This is an optimization exercise on Yosys and OpenROAD, whose aim is small area, not a production implementation. The RTL was checked by simulation tests, not by an equivalence proof against the original design. No activity file was given, so power comes from the tool's default toggle rates.

### flow/config.mk
export PLATFORM = sky130hd
export DESIGN_NAME = pjon_rx
export DESIGN_NICKNAME = pjon_rx
export VERILOG_FILES = /design/flow/design.v
export SDC_FILE = /design/flow/constraint.sdc
export NUM_CORES = 4
export LEC_CHECK = 0
export CAP_MARGIN = 0
export CORE_MARGIN = 2
export CORE_UTILIZATION = 40
export SLEW_MARGIN = 0
### flow/constraint.sdc
create_clock -name core_clock -period 12.0 [get_ports {clk}]
set_input_delay 2.4000 -clock core_clock [delete_from_list [all_inputs] [get_ports {clk}]]
set_output_delay 2.4000 -clock core_clock [all_outputs]
set_load 0.01 [all_outputs]
### flow/design.v
module pjon_rx (
    input  wire        clk,
    input  wire        rst_n,           
    input  wire        cmd_valid,
    input  wire [31:0] cmd,
    input  wire [2:0]  ev_clr,
    input  wire        cfg_shared,
    input  wire        cfg_simplex,
    input  wire        cfg_router,
    input  wire [7:0]  device_id,
    input  wire [31:0] bus_id,
    input  wire [2:0]  irq_en,
    output reg  [2:0]  result_code,
    output reg         ev_deliver,
    output reg         ev_resp_valid,
    output reg         ev_overrun,
    output wire        rx_active,
    output wire        irq,
    output wire [31:0] result,
    output wire [7:0]  resp,
    output reg  [7:0]  meta_rx_id,
    output reg  [7:0]  meta_tx_id,
    output reg  [31:0] meta_rx_bus,
    output reg  [31:0] meta_tx_bus,
    output reg  [15:0] meta_header,
    output wire [15:0] rx_length,
    output wire [15:0] rx_count,
    output wire [15:0] rx_payoff,
    output wire [15:0] rx_paylen,
    output reg  [7:0]  crc8_acc,
    output wire [31:0] crc32_acc
);
    localparam [2:0] R_NONE    = 3'd0;
    localparam [2:0] R_ACK     = 3'd1;
    localparam [2:0] R_NAK     = 3'd2;
    localparam [2:0] R_FAIL    = 3'd3;
    localparam [2:0] R_BUSY    = 3'd4;
    localparam [2:0] R_ILLEGAL = 3'd6;
    function [7:0] crc8_step;
        input [7:0] acc;
        input [7:0] b;
        reg [7:0] t;
        begin
            t = acc ^ b;
            crc8_step[0] = t[2] ^ t[4] ^ t[5];
            crc8_step[1] = t[0] ^ t[3] ^ t[5] ^ t[6];
            crc8_step[2] = t[0] ^ t[1] ^ t[4] ^ t[6] ^ t[7];
            crc8_step[3] = t[0] ^ t[1] ^ t[4] ^ t[7];
            crc8_step[4] = t[0] ^ t[1] ^ t[4];
            crc8_step[5] = t[1] ^ t[2] ^ t[5];
            crc8_step[6] = t[0] ^ t[2] ^ t[3] ^ t[6];
            crc8_step[7] = t[1] ^ t[3] ^ t[4] ^ t[7];
        end
    endfunction
    function [31:0] crc32_step;
        input [31:0] acc;
        input [7:0]  b;
        reg [7:0] t;
        begin
            t = acc[7:0] ^ b;
            crc32_step[0] = acc[8] ^ t[2];
            crc32_step[1] = acc[9] ^ t[0] ^ t[3];
            crc32_step[2] = acc[10] ^ t[0] ^ t[1] ^ t[4];
            crc32_step[3] = acc[11] ^ t[1] ^ t[2] ^ t[5];
            crc32_step[4] = acc[12] ^ t[0] ^ t[2] ^ t[3] ^ t[6];
            crc32_step[5] = acc[13] ^ t[1] ^ t[3] ^ t[4] ^ t[7];
            crc32_step[6] = acc[14] ^ t[4] ^ t[5];
            crc32_step[7] = acc[15] ^ t[0] ^ t[5] ^ t[6];
            crc32_step[8] = acc[16] ^ t[1] ^ t[6] ^ t[7];
            crc32_step[9] = acc[17] ^ t[7];
            crc32_step[10] = acc[18] ^ t[2];
            crc32_step[11] = acc[19] ^ t[3];
            crc32_step[12] = acc[20] ^ t[0] ^ t[4];
            crc32_step[13] = acc[21] ^ t[0] ^ t[1] ^ t[5];
            crc32_step[14] = acc[22] ^ t[1] ^ t[2] ^ t[6];
            crc32_step[15] = acc[23] ^ t[2] ^ t[3] ^ t[7];
            crc32_step[16] = acc[24] ^ t[0] ^ t[2] ^ t[3] ^ t[4];
            crc32_step[17] = acc[25] ^ t[0] ^ t[1] ^ t[3] ^ t[4] ^ t[5];
            crc32_step[18] = acc[26] ^ t[0] ^ t[1] ^ t[2] ^ t[4] ^ t[5] ^ t[6];
            crc32_step[19] = acc[27] ^ t[1] ^ t[2] ^ t[3] ^ t[5] ^ t[6] ^ t[7];
            crc32_step[20] = acc[28] ^ t[3] ^ t[4] ^ t[6] ^ t[7];
            crc32_step[21] = acc[29] ^ t[2] ^ t[4] ^ t[5] ^ t[7];
            crc32_step[22] = acc[30] ^ t[2] ^ t[3] ^ t[5] ^ t[6];
            crc32_step[23] = acc[31] ^ t[3] ^ t[4] ^ t[6] ^ t[7];
            crc32_step[24] = t[0] ^ t[2] ^ t[4] ^ t[5] ^ t[7];
            crc32_step[25] = t[0] ^ t[1] ^ t[2] ^ t[3] ^ t[5] ^ t[6];
            crc32_step[26] = t[0] ^ t[1] ^ t[2] ^ t[3] ^ t[4] ^ t[6] ^ t[7];
            crc32_step[27] = t[1] ^ t[3] ^ t[4] ^ t[5] ^ t[7];
            crc32_step[28] = t[0] ^ t[4] ^ t[5] ^ t[6];
            crc32_step[29] = t[0] ^ t[1] ^ t[5] ^ t[6] ^ t[7];
            crc32_step[30] = t[0] ^ t[1] ^ t[6] ^ t[7];
            crc32_step[31] = t[1] ^ t[7];
        end
    endfunction
    reg [31:0] crc_x;
    reg        crc_f;         
    reg        res_x;         
    reg [10:0] res_s;         
    reg        resp_ack, resp_nak;
    reg [10:0] len_q;         
    reg [9:0]  cnt_q;         
    reg        dlv_q;         
    reg [9:0]  paylen_q;      
    reg [15:0] rx_hdr;        
    reg [7:0]  rx_byte0;      
    reg [31:0] rx_busbuf;     
    reg [31:0] rx_txbus;      
    reg [7:0]  rx_txid;       
    reg [31:0] rx_crc;        
    reg        rx_okf;        
    assign crc32_acc = crc_x | {32{crc_f}};
    assign result    = res_x ? ~crc_x : {21'd0, res_s};
    assign resp      = {3'b000, resp_nak, 1'b0, resp_ack | resp_nak, resp_ack, resp_nak};
    assign rx_length = {5'd0, len_q};
    assign rx_count  = {6'd0, cnt_q};
    wire [3:0] mh_pay = 4'd3 + {3'd0, meta_header[7]} + {3'd0, meta_header[6]} +
                        {1'b0, meta_header[0], 2'b00} +
                        (meta_header[1] ? (meta_header[0] ? 4'd5 : 4'd1) : 4'd0);
    assign rx_payoff = {12'd0, mh_pay & {4{dlv_q}}};
    assign rx_paylen = {6'd0, paylen_q};
    wire [7:0] opc  = cmd[7:0];
    wire [7:0] b    = cmd[15:8];
    wire       vld  = cmd_valid && (cmd[31:18] == 14'd0);
    wire is_nop    = vld && opc == 8'h00;
    wire is_init   = vld && opc == 8'h03;
    wire is_feed8  = vld && opc == 8'h04;
    wire is_feed32 = vld && opc == 8'h05;
    wire is_byte   = vld && opc == 8'h10;
    wire is_fail   = vld && opc == 8'h11;
    wire is_reset  = vld && opc == 8'h12;
    wire is_known  = is_nop | is_init | is_feed8 | is_feed32 | is_byte | is_fail | is_reset;
    wire [9:0] i     = cnt_q;
    wire       first = (i == 10'd0);
    wire       i_lo = (i[9:4] == 6'd0);
    wire       i1    = i_lo && i[3:0] == 4'd1;
    wire       i2    = i_lo && i[3:0] == 4'd2;
    wire h_mode = rx_hdr[0];
    wire h_si   = rx_hdr[1];
    wire h_ackr = rx_hdr[2];
    wire h_c32  = rx_hdr[5];
    wire h_el   = rx_hdr[6];
    wire h_eh   = rx_hdr[7];
    wire [3:0] j = i[3:0] - {3'd0, h_eh} - {3'd0, h_el};
    wire at_len   = i_lo && j == 4'd2;
    wire we_lenhi = i_lo && h_el && j == 4'd1;
    wire [3:0] we_bus;
    assign we_bus[0] = i_lo && h_mode && j == 4'd3;
    assign we_bus[1] = i_lo && h_mode && j == 4'd4;
    assign we_bus[2] = i_lo && h_mode && j == 4'd5;
    assign we_bus[3] = i_lo && h_mode && j == 4'd6;
    wire [3:0] we_txb;
    assign we_txb[0] = i_lo && h_mode && h_si && j == 4'd7;
    assign we_txb[1] = i_lo && h_mode && h_si && j == 4'd8;
    assign we_txb[2] = i_lo && h_mode && h_si && j == 4'd9;
    assign we_txb[3] = i_lo && h_mode && h_si && j == 4'd10;
    wire we_txid = i_lo && h_si && (h_mode ? j == 4'd11 : j == 4'd3);
    wire [3:0] pos_pay  = 4'd3 + {3'd0, h_eh} + {3'd0, h_el} + {1'b0, h_mode, 2'b00} +
                          (h_si ? (h_mode ? 4'd5 : 4'd1) : 4'd0);
    wire [4:0] overhead = {1'b0, pos_pay} + (h_c32 ? 5'd4 : 5'd1);
    wire [7:0] lhi     = h_el ? rx_txid : 8'd0;
    wire       len_big = (lhi[7:3] != 5'd0) || (lhi[2] && (lhi[1:0] != 2'd0 || b != 8'd0));
    wire [4:0] ovmin   = (overhead < 5'd5) ? 5'd5 : overhead;
    wire       len_sml = (lhi == 8'd0) && (b < {3'd0, ovmin});
    wire       bad_len = at_len && (len_big || len_sml);
    wire [10:0] d       = len_q + {1'b1, ~i};
    wire        complete = (d == 11'd0);
    wire        chk32    = h_c32 && (d[10:2] == 9'd0);
    wire [7:0]  a8  = is_feed8 ? crc8_acc :
                      first    ? 8'h00 :
                      i1       ? rx_hdr[7:0] : rx_crc[7:0];
    wire [31:0] a32 = is_feed32 ? crc32_acc :
                      first     ? 32'hFFFFFFFF : rx_crc;
    wire [7:0]  s8  = crc8_step(a8, b);
    wire [31:0] s32 = crc32_step(a32, b);
    wire c32_cur = i1 ? b[5] : h_c32;
    wire use8    = !first && !c32_cur;
    reg [7:0] cbyte;
    always @(*) begin
        case (d[1:0])
            2'd0: cbyte = rx_crc[7:0];
            2'd1: cbyte = rx_crc[15:8];
            2'd2: cbyte = rx_crc[23:16];
            default: cbyte = rx_crc[31:24];
        endcase
    end
    wire m  = (b == (cbyte ^ {8{h_c32}}));
    wire ok = m && rx_okf;
    wire bad_id  = first && !cfg_router && b != device_id && b != 8'hFF;
    wire bad_hdr = i1 && !cfg_router && (b[0] != cfg_shared);
    wire [1:0] bus_k = j[1:0] - 2'd3;
    reg  [7:0] bus_exp;
    always @(*) begin
        case (bus_k)
            2'd0: bus_exp = bus_id[31:24];
            2'd1: bus_exp = bus_id[23:16];
            2'd2: bus_exp = bus_id[15:8];
            default: bus_exp = bus_id[7:0];
        endcase
    end
    wire bad_bus = !cfg_router && (we_bus != 4'd0) && (b != bus_exp);
    wire abort = bad_id || bad_hdr || bad_len || bad_bus;
    wire done  = !abort && complete;
    wire warranted = h_ackr && (rx_byte0 != 8'hFF) && !cfg_simplex && !cfg_router &&
                     (!h_mode || rx_busbuf == bus_id);
    wire rx_done = is_byte && done;
    wire raise_r = rx_done && warranted;
    wire raise_d = rx_done && ok;
    always @(posedge clk) begin
        if (!rst_n) begin
            result_code   <= R_NONE;
            ev_deliver    <= 1'b0;
            ev_resp_valid <= 1'b0;
            ev_overrun    <= 1'b0;
            res_x         <= 1'b0;
            res_s         <= 11'd0;
            resp_ack      <= 1'b0;
            resp_nak      <= 1'b0;
            meta_rx_id    <= 8'd0;
            meta_tx_id    <= 8'd0;
            meta_rx_bus   <= 32'd0;
            meta_tx_bus   <= 32'd0;
            meta_header   <= 16'd0;
            len_q         <= 11'd0;
            cnt_q         <= 10'd0;
            dlv_q         <= 1'b0;
            paylen_q      <= 10'd0;
            crc8_acc      <= 8'd0;
            crc_f         <= 1'b1;
        end else begin
            ev_deliver    <= (ev_deliver & ~ev_clr[0]) | raise_d;
            ev_resp_valid <= (ev_resp_valid & ~ev_clr[1]) | raise_r;
            ev_overrun    <= (ev_overrun & ~ev_clr[2]) |
                             (raise_d & ev_deliver & ~ev_clr[0]) |
                             (raise_r & ev_resp_valid & ~ev_clr[1]);
            if (cmd_valid) begin
                if (!is_known)
                    result_code <= R_ILLEGAL;
                else if (is_nop || is_reset)
                    result_code <= R_NONE;
                else if (is_init || is_feed8 || is_feed32)
                    result_code <= R_ACK;
                else if (is_fail)
                    result_code <= R_FAIL;
                else if (abort)
                    result_code <= bad_len ? R_FAIL : R_BUSY;
                else if (complete)
                    result_code <= ok ? R_ACK : R_NAK;
                else
                    result_code <= R_NONE;
            end
            if (is_init) begin
                crc8_acc  <= 8'h00;
                crc_f     <= 1'b1;
            end
            if (is_feed8)  crc8_acc  <= s8;
            if (is_feed32) crc_f     <= 1'b0;
            if (is_feed32)
                res_x <= 1'b1;
            else if (is_feed8 || rx_done)
                res_x <= 1'b0;
            if (is_feed8)       res_s <= {3'd0, s8};
            else if (rx_done)   res_s <= len_q;
            if (is_fail || is_reset)
                cnt_q <= 10'd0;
            if (is_byte) begin
                cnt_q <= (abort || complete) ? 10'd0 : i + 10'd1;
                if (first)
                    len_q <= 11'd0;
                else if (at_len && !bad_len)
                    len_q <= {lhi[2:0], b};
            end
            if (raise_r) begin
                resp_ack <= ok;
                resp_nak <= !ok;
            end
            if (raise_d) begin
                meta_rx_id  <= rx_byte0;
                meta_header <= {h_eh ? rx_hdr[15:8] : 8'd0, rx_hdr[7:0]};
                meta_rx_bus <= h_mode ? rx_busbuf : 32'd0;
                meta_tx_bus <= (h_mode && h_si) ? rx_txbus : 32'd0;
                meta_tx_id  <= h_si ? rx_txid : 8'd0;
                dlv_q       <= 1'b1;
                paylen_q    <= len_q[9:0] - {5'd0, overhead};
            end
        end
    end
    always @(posedge clk) begin
        if (is_feed32)
            crc_x <= s32;
    end
    always @(posedge clk) begin
        if (is_byte) begin
            if (first) begin
                rx_byte0    <= b;
                rx_hdr[7:0] <= s8;
            end
            if (i1)
                rx_hdr[7:0] <= b;
            if (i2 && h_eh)
                rx_hdr[15:8] <= b;
            if (we_lenhi || we_txid)
                rx_txid <= b;
            if (we_bus[0]) rx_busbuf[31:24] <= b;
            if (we_bus[1]) rx_busbuf[23:16] <= b;
            if (we_bus[2]) rx_busbuf[15:8]  <= b;
            if (we_bus[3]) rx_busbuf[7:0]   <= b;
            if (we_txb[0]) rx_txbus[31:24] <= b;
            if (we_txb[1]) rx_txbus[23:16] <= b;
            if (we_txb[2]) rx_txbus[15:8]  <= b;
            if (we_txb[3]) rx_txbus[7:0]   <= b;
            if (!chk32) begin
                rx_crc[31:8] <= s32[31:8];
                rx_crc[7:0]  <= use8 ? s8 : s32[7:0];
            end
            rx_okf <= !chk32 || (rx_okf && m);
        end
    end
    assign rx_active = !first;
    assign irq = (ev_deliver & irq_en[0]) | (ev_resp_valid & irq_en[1]) |
                 (ev_overrun & irq_en[2]);
endmodule
### flow/flow/run.sh
#!/bin/bash
# Own layout flow: the standard ORFS flow (standard.sh) with these changes
#  - synthesis maps logic with an area-oriented ABC script (flow/abc_map.script,
#    an &deepsyn pass of up to 200 s, then area mapping with don't-care
#    resynthesis)
#    instead of ORFS's delay-oriented one, and leaves adders to ABC instead of
#    mapping them to half/full adder cells first; the rest of synthesis, and
#    so the registers, are unchanged;
#  - ports are buffered with buf_1 instead of the default buffer pick;
#  - the constant outputs share synthesis's single tie cell (no per-port
#    tie cells);
#  - the clock tree uses small clock buffers in sink clusters of up to 10,
#    without dummy loads.
# Each tool's output goes to a log file in this folder.
set -euo pipefail
W=$(pwd)
rm -rf "$W/scripts_mod"
cp -r "$FLOW_HOME/scripts" "$W/scripts_mod"
cp "$W/flow/abc_map.script" "$W/scripts_mod/abc_speed.script"
CTS="-sink_clustering_enable -repair_clock_nets -dont_use_dummy_load -sink_clustering_size 10 -sink_clustering_max_diameter 45 -buf_list {sky130_fd_sc_hd__clkbuf_2 sky130_fd_sc_hd__clkbuf_4}"
bash standard.sh \
  SCRIPTS_DIR="$W/scripts_mod" \
  ADDER_MAP_FILE= \
  SKIP_REPAIR_TIE_FANOUT=1 \
  BUFFER_PORTS_ARGS="-buffer_cell sky130_fd_sc_hd__buf_1" \
  CTS_ARGS="$CTS" \
  finish > "$W/standard_flow.log" 2>&1
### flow/flow/abc_map.script
strash
dc2
&get -n
&deepsyn -J 100 -T 200
&put
dch -f
map -a
mfs2
strash
dc2
dch -f
map -a
mfs2
strash
dc2
dch -f
map -a
topo
### flow/standard.sh
#!/bin/bash
# synth_recipe.tcl (not shown) runs the flow's synth.tcl, then flattens the netlist and writes it again
# the make line also repeats each setting of config.mk as NAME=value (left out here)
make -C /OpenROAD-flow-scripts/flow DESIGN_CONFIG=/design/flow/config.mk WORK_HOME=/design/flow/orfs CLKGATE_MAP_FILE= SYNTH_SCRIPT=/design/flow/synth_recipe.tcl "${@:-finish}"
==> results of run 1 <==
==> logic make-up (layout without fill, tap and decap cells) <==
kind of cell | after synthesis | after routing | synth area share
AND/OR/NAND/NOR | 534 | 534 | 0.165
AO/OA/AOI/OAI | 325 | 325 | 0.146
flip-flops | 318 | 318 | 0.558
buffers and inverters | 197 | 521 | 0.0611
XOR/XNOR | 115 | 115 | 0.0704
other | 1 | 7 | 0.000262
==> path summary, 6_finish.rpt <==
kind,end,depth (start not counted),start,slack (ps)
max,meta_rx_bus[14],19,cmd[8],5130
min,meta_tx_bus[12],2,rx_txbus[12],450
max reg2reg,meta_tx_id[0],26,rx_hdr[7],5540
min reg2reg,meta_tx_bus[12],2,rx_txbus[12],450
==> final cells by class <==
class	instances	area, µm²	share of cell area
Antenna cell	6	15.0	0.000924
Clock buffer	43	323	0.0199
Inverter	161	604	0.0372
Multi-Input combinational cell	975	5480	0.337
Sequential cell	318	7980	0.491
Tap cell	461	577	0.0355
Timing Repair Buffer	317	1270	0.0783
==> critical path: cells and delay by family <==
kind	cells	cell delay, ps
compound gates	7	1510
buf+inv	6	2120
simple gates	6	1370
==> synthesized netlist by cell type, drive strengths merged (3+ instances only) <==
cell type	count
o211ai	6
a22oi	26
nand2	172
o221ai	14
o22ai	50
o21ai	116
a2111oi	4
xor2	86
clkinv	161
nor2	150
nand3	120
nor4	12
or2	36
nand4	15
a41oi	3
a32o	31
buf	36
a31o	3
o32ai	4
nor3	26
a21oi	47
dfxtp	157
xnor2	29
a31oi	4
a211oi	5
a221oi	4
edfxtp	161
==> sequential cells by signal (all words and copies together) (netlist names), 11 cells and up <==
register and count:
crc_x 32, len_q 11, meta_header 16, meta_rx_bus 32, meta_tx_bus 32, res_s 11
rx_busbuf 32, rx_crc 32, rx_hdr 16, rx_txbus 32
==> power by group through the flow <==
stage	Clock [W]	Sequential, W	Combinational, W
after floorplan	0	0.00117	0.0000775
after global placement	0	0.00117	0.000133
after global routing	0.000577	0.00115	0.000149
after CTS	0.000537	0.00115	0.000135
after detailed placement	0	0.00117	0.000133
final	0.000519	0.00115	0.000135
==> layer usage <==
layer / part of all wire / track usage / up-vias
met5: 0.00026 / 0 / -
met4: 0.023 / 0.0880 / 2
met3: 0.095 / 0.0514 / 82
met2: 0.47 / 0.428 / 639
met1: 0.41 / 0.349 / 6048
li1: - / - / 5938
==> per-stage QoR <==
stage	cell area, µm²	worst slack [ps]
after floorplan	14300	4820
after global placement	15900	4620
after global routing	16200	4700
after detailed placement	15900	4540
final	16200	5130
after CTS	16200	5280
==> flow_metrics.env, run 1 <==
export IMPL_io_pins=332
export IMPL_ys_async_sr_fraction=0
export IMPL_required_ps=12590
export IMPL_total_power_w=0.00180
export IMPL_layout_min_cycle_time_ps=6870
export IMPL_syn_inst=1490
export IMPL_worst_ep_arrival_time_ps=7460
export IMPL_drc=0
export IMPL_route_vias_total=12700
export IMPL_drtAntennaViolNets=0
export IMPL_cts_sinks=318
export IMPL_place_hpwl_mm=35.8
export IMPL_grt_pass1_vias=12100
export IMPL_combPwrFrac=0.075
export IMPL_dp_cells=2232
export IMPL_firstDrtPassIters=5
export IMPL_clkPwrFrac=0.288
export IMPL_dieArea_um2=37300
export IMPL_drtIter0Drc=1062
export IMPL_p_sw_frac=0.251
export IMPL_setup_tns_ps=0
export IMPL_p_leak_nw=5.58
export IMPL_antenna_found_initial=7
export IMPL_cp_slowest_cell="clkinv_1"
export IMPL_die_width_um=193
export IMPL_worstPathMaxFanout=49
export IMPL_clk_path_buf_depth=3
export IMPL_cts_buffers=43
export IMPL_htreeDepth=2
export IMPL_crit_type="in -> reg"
export IMPL_ys_seq_elements=318
export IMPL_synthesis_nets=1574
export IMPL_endpoint_kind="flip-flop"
export IMPL_slew_headroom=0.164
export IMPL_skew_ps=72.8
export IMPL_finalWirelength_mm=49.4
export IMPL_clk_latency_ps=720
export IMPL_gp_congestion=0.920
export IMPL_final_util=0.459
export IMPL_area_delta_synth_final_pct=13.5
export IMPL_drv_slew=0
export IMPL_fmax_ghz=0.146
export IMPL_crit_top_cell="clkinv_1"
export IMPL_ys_warnings_count=1
export IMPL_ys_seq_area_frac=0.558
export IMPL_core_rowCount=69
export IMPL_track_usage=0.262
export IMPL_synth_area_leaders="edfxtp_1 (34%), dfxtp_1 (22%), xor2_1 (5.3%), nand2_1 (4.5%), clkinv_1 (4.2%)"
export IMPL_hold_ws_ps=452
export IMPL_synth_avg_cell_area_um2=9.60
export IMPL_synth_edf_count=161
export IMPL_fp_dieH_um=193
export IMPL_synth_area_um2=14300
export IMPL_max_slew_worst_pin_slew_ps=1250
export IMPL_initial_core_util=0.404
export IMPL_vdd_ir_drop_worst_uv=76.9
export IMPL_drive_above_1_share=0.0601
export IMPL_yosysUniqueCellTypes=36
export IMPL_port_buffers=296
export IMPL_finalSetupViolations=0
export IMPL_outcome="timing/DRC/antenna clean"
export IMPL_internal_power_w=0.00135
export IMPL_grt_pass1_wl_mm=73.3
export IMPL_root_buffer="clkbuf_4"
export IMPL_min_period_over_period=0.572
export IMPL_grt_max_degree=76
export IMPL_synth_top_area_cell="edfxtp_1"
export IMPL_yosys_area_top_type_share=0.338
export IMPL_cts_setup_buffers=0
export IMPL_startpoint_type="input pin"
export IMPL_core_um2=35400
export IMPL_ctsResizeCount=0
export IMPL_path_clk_slew_ps=100
export IMPL_slowest_delay_ps=580
export IMPL_final_cell_mix="buf_1 (295), nand2_1 (171), clkinv_1 (161), edfxtp_1 (161), dfxtp_1 (157)"
export IMPL_nNetsFinal=1900
export IMPL_stdcell_count=2281
export IMPL_seq_power_share=0.637
export IMPL_power_switching_w=0.000452
export IMPL_wl_per_cell_um=21.7
export IMPL_ys_flop_type="edfxtp_1"
export IMPL_worstPathCellList="buf_1, buf_4, clkinv_1, o22ai_1, o21ai_0, a22oi_1, o311ai_0, a31oi_1, nor3_1, o31ai_1, nand2_1, nor2_1, clkinv_1, nor2_1, nand2_1, nor2_4, buf_4, clkinv_1, o21ai_0"
export IMPL_viasPerCell=5.57
export IMPL_hold_viol_final=0
export IMPL_rsz0062_at_grt="no"
export IMPL_fillCellCount=3587
export IMPL_power_density_nw_per_um2=111
export IMPL_final_common_cell="buf_1"
export IMPL_hold_buffers=0
export IMPL_holdCritPathClass="reg -> reg"
export IMPL_cts_tree="yes"
export IMPL_grt_overflow_total=0
export IMPL_cap_violations=0
==> inputs of run 2 (changes only) <==
--- a/flow/flow/run.sh
+++ b/flow/flow/run.sh
@@ -9,7 +9,8 @@
 #  - ports are buffered with buf_1 instead of the default buffer pick;
 #  - the constant outputs share synthesis's single tie cell (no per-port
 #    tie cells);
-#  - the clock tree uses small clock buffers in sink clusters of up to 10,
+#  - the clock tree uses small clock buffers in sink clusters of up to 10
+#    sinks and 45 um,
 #    without dummy loads.
 # Each tool's output goes to a log file in this folder.
 set -euo pipefail
==> run 2 against run 1 <==
First-iteration DRC count unchanged. Cell area unchanged. Area after synthesis unchanged. Critical path type unchanged. Largest cell class unchanged. Highest routed layer unchanged.
==> flow_metrics.env, run 2 <==
export IMPL_clk_path_buf_depth=3
export IMPL_gp_congestion=0.920
export IMPL_dp_cells=2232
export IMPL_crit_type="in -> reg"
export IMPL_cp_slowest_cell="clkinv_1"
export IMPL_root_buffer="clkbuf_4"
export IMPL_yosys_area_top_type_share=0.338
export IMPL_ys_warnings_count=1
export IMPL_drc=0
export IMPL_ys_seq_area_frac=0.558
export IMPL_p_leak_nw=5.58
export IMPL_place_hpwl_mm=35.8
export IMPL_ys_seq_elements=318
export IMPL_yosysMostFrequentCell="nand2_1"
export IMPL_required_ps=12590
export IMPL_io_pins=332
export IMPL_synth_top_area_cell="edfxtp_1"
export IMPL_drtAntennaViolNets=0
export IMPL_dieArea_um2=37300
export IMPL_synth_area_um2=14300
export IMPL_ctsResizeCount=0
export IMPL_power_density_nw_per_um2=111
export IMPL_die_width_um=193
export IMPL_final_cell_mix="buf_1 (295), nand2_1 (171), clkinv_1 (161), edfxtp_1 (161), dfxtp_1 (157)"
export IMPL_synth_avg_cell_area_um2=9.60
export IMPL_drtIter0Drc=1062
export IMPL_port_buffers=296
export IMPL_rsz0062_at_grt="no"
export IMPL_firstDrtPassIters=5
export IMPL_core_rowCount=69
export IMPL_grt_pass1_vias=12100
export IMPL_path_delay_family="buffers and inverters"
export IMPL_cts_setup_buffers=0
export IMPL_synthesis_nets=1574
export IMPL_grt_pass1_wl_mm=73.3
export IMPL_finalWirelength_mm=49.4
export IMPL_drive_above_1_share=0.0601
export IMPL_track_usage=0.262
export IMPL_clk_latency_ps=720
export IMPL_worst_ep_arrival_time_ps=7460
export IMPL_vdd_ir_drop_worst_uv=76.9
export IMPL_viasPerCell=5.57
export IMPL_cts_buffers=43
export IMPL_path_clk_slew_ps=100
export IMPL_hold_buffers=0
export IMPL_power_switching_w=0.000452
export IMPL_slowest_delay_ps=580
export IMPL_ys_async_sr_fraction=0
export IMPL_worstPathCellList="buf_1, buf_4, clkinv_1, o22ai_1, o21ai_0, a22oi_1, o311ai_0, a31oi_1, nor3_1, o31ai_1, nand2_1, nor2_1, clkinv_1, nor2_1, nand2_1, nor2_4, buf_4, clkinv_1, o21ai_0"
export IMPL_cts_sinks=318
export IMPL_combPwrFrac=0.075
export IMPL_fp_dieH_um=193
export IMPL_worstPathMaxFanout=49
export IMPL_holdCritPathClass="reg -> reg"
export IMPL_min_period_over_period=0.572
export IMPL_cap_violations=0
export IMPL_route_vias_total=12700
export IMPL_synthTopCellsByCount="nand2_1 (172), clkinv_1 (161), edfxtp_1 (161)"
export IMPL_layout_min_cycle_time_ps=6870
export IMPL_fmax_ghz=0.146
export IMPL_initial_core_util=0.404
export IMPL_wl_per_cell_um=21.7
export IMPL_setup_tns_ps=0
export IMPL_clkPwrFrac=0.288
export IMPL_endpoint_kind="flip-flop"
export IMPL_htreeDepth=2
export IMPL_cts_tree="yes"
export IMPL_core_um2=35400
export IMPL_nNetsFinal=1900
export IMPL_synth_edf_count=161
export IMPL_finalSetupViolations=0
export IMPL_startpoint_type="input pin"
export IMPL_area_delta_synth_final_pct=13.5
export IMPL_crit_top_cell="clkinv_1"
export IMPL_hold_ws_ps=452
export IMPL_antenna_found_initial=7
export IMPL_seq_power_share=0.637
export IMPL_syn_inst=1490
export IMPL_grt_max_degree=76
export IMPL_p_sw_frac=0.251
export IMPL_ys_flop_type="edfxtp_1"
export IMPL_max_slew_worst_pin_slew_ps=1250
export IMPL_final_common_cell="buf_1"
export IMPL_grt_overflow_total=0
export IMPL_yosysUniqueCellTypes=36
export IMPL_outcome="timing/DRC/antenna clean"
export IMPL_slew_headroom=0.164
export IMPL_synth_area_leaders="edfxtp_1 (34%), dfxtp_1 (22%), xor2_1 (5.3%), nand2_1 (4.5%), clkinv_1 (4.2%)"
export IMPL_skew_ps=72.8
export IMPL_crit_buf_inv=6
export IMPL_internal_power_w=0.00135
export IMPL_stdcell_count=2281
export IMPL_hold_viol_final=0
export IMPL_drv_slew=0
run 2: cells by family (layout without fill, tap and decap cells):
| group | count (synthesis) | count (layout) | synth area share |
|---|---|---|---|
| other | 1 | 7 | 0.000262 |
| xor gates and xnor gates | 115 | 115 | 0.0704 |
| DFF | 318 | 318 | 0.558 |
| and+or+nand+nor | 534 | 534 | 0.165 |
| buffers and inverters | 197 | 521 | 0.0611 |
| AOI/OAI and AO/OA | 325 | 325 | 0.146 |
run 2: final timing paths:
check               start         endpoint  slack [ps]  depth (start not counted)
max reg2reg     rx_hdr[7]    meta_tx_id[0]        5540                         26
min          rx_txbus[12]  meta_tx_bus[12]         450                          2
max                cmd[8]  meta_rx_bus[14]        5130                         19
min reg2reg  rx_txbus[12]  meta_tx_bus[12]         450                          2
run 2: routing by layer:
metal	up-vias	share of wire	track usage
met5	-	0.00026	0
met4	2	0.023	0.0880
met3	82	0.095	0.0514
met2	639	0.47	0.428
met1	6048	0.41	0.349
li1	5938	-	-
run 2: power groups by stage:
stage	logic [W]	registers [W]	clock network, W
2_1_floorplan	0.0000775	0.00117	0
3_3_place_gp	0.000133	0.00117	0
3_5_place_dp	0.000133	0.00117	0
4_1_cts	0.000135	0.00115	0.000537
5_1_grt	0.000149	0.00115	0.000577
6_report	0.000135	0.00115	0.000519
run 2: area by class of cell:
cell class	instances	area, µm²
inverter	161	604
timing repair buffer	317	1270
clock buffer	43	323
multi-input combinational	975	5480
sequential	318	7980
fill	3587	19200
tap	461	577
antenna	6	15.0
run 2: worst min-delay path, stage by stage (launching register included):
cell      delay [ps]
edfxtp_1         330
nand3_1           70
nand2_1           50
run 2: per-stage QoR:
stage | setup slack [ps] | total power, W | area (µm²) | utilization
2_1_floorplan | 4820 | 0.00125 | 14300 | -
4_1_cts | 5280 | 0.00182 | 16200 | 0.459
3_5_place_dp | 4540 | 0.00131 | 15900 | 0.449
6_report | 5130 | 0.00180 | 16200 | 0.459
3_3_place_gp | 4620 | 0.00131 | 15900 | 0.449
5_1_grt | 4700 | 0.00188 | 16200 | 0.459

[separate check: timing with driven ports]
No port has a modelled driver above. Below, the same layouts with a new extraction and two added sets of constraints. Step 1 assumes that a clkbuf_16 drives the clock port and a buf_2 every other input. Step 2 moves the port delays by t, midway between the first and last clock arrival at a register: inputs arrive t later, outputs are due t later. That takes back most of the time a late clock gives input paths. Three values: ideal ports, drivers, drivers and shift; two values: the first two.
run | shift t [ns] | setup slack, ns | worst register clock-pin slew, ns
run 1 | 0.730 | 5.130 / 5.154 / 4.423 | 0.12 / 0.12
run 2 | 0.730 | 5.130 / 5.154 / 4.423 | 0.12 / 0.12
After both steps every run listed still meets setup and hold.
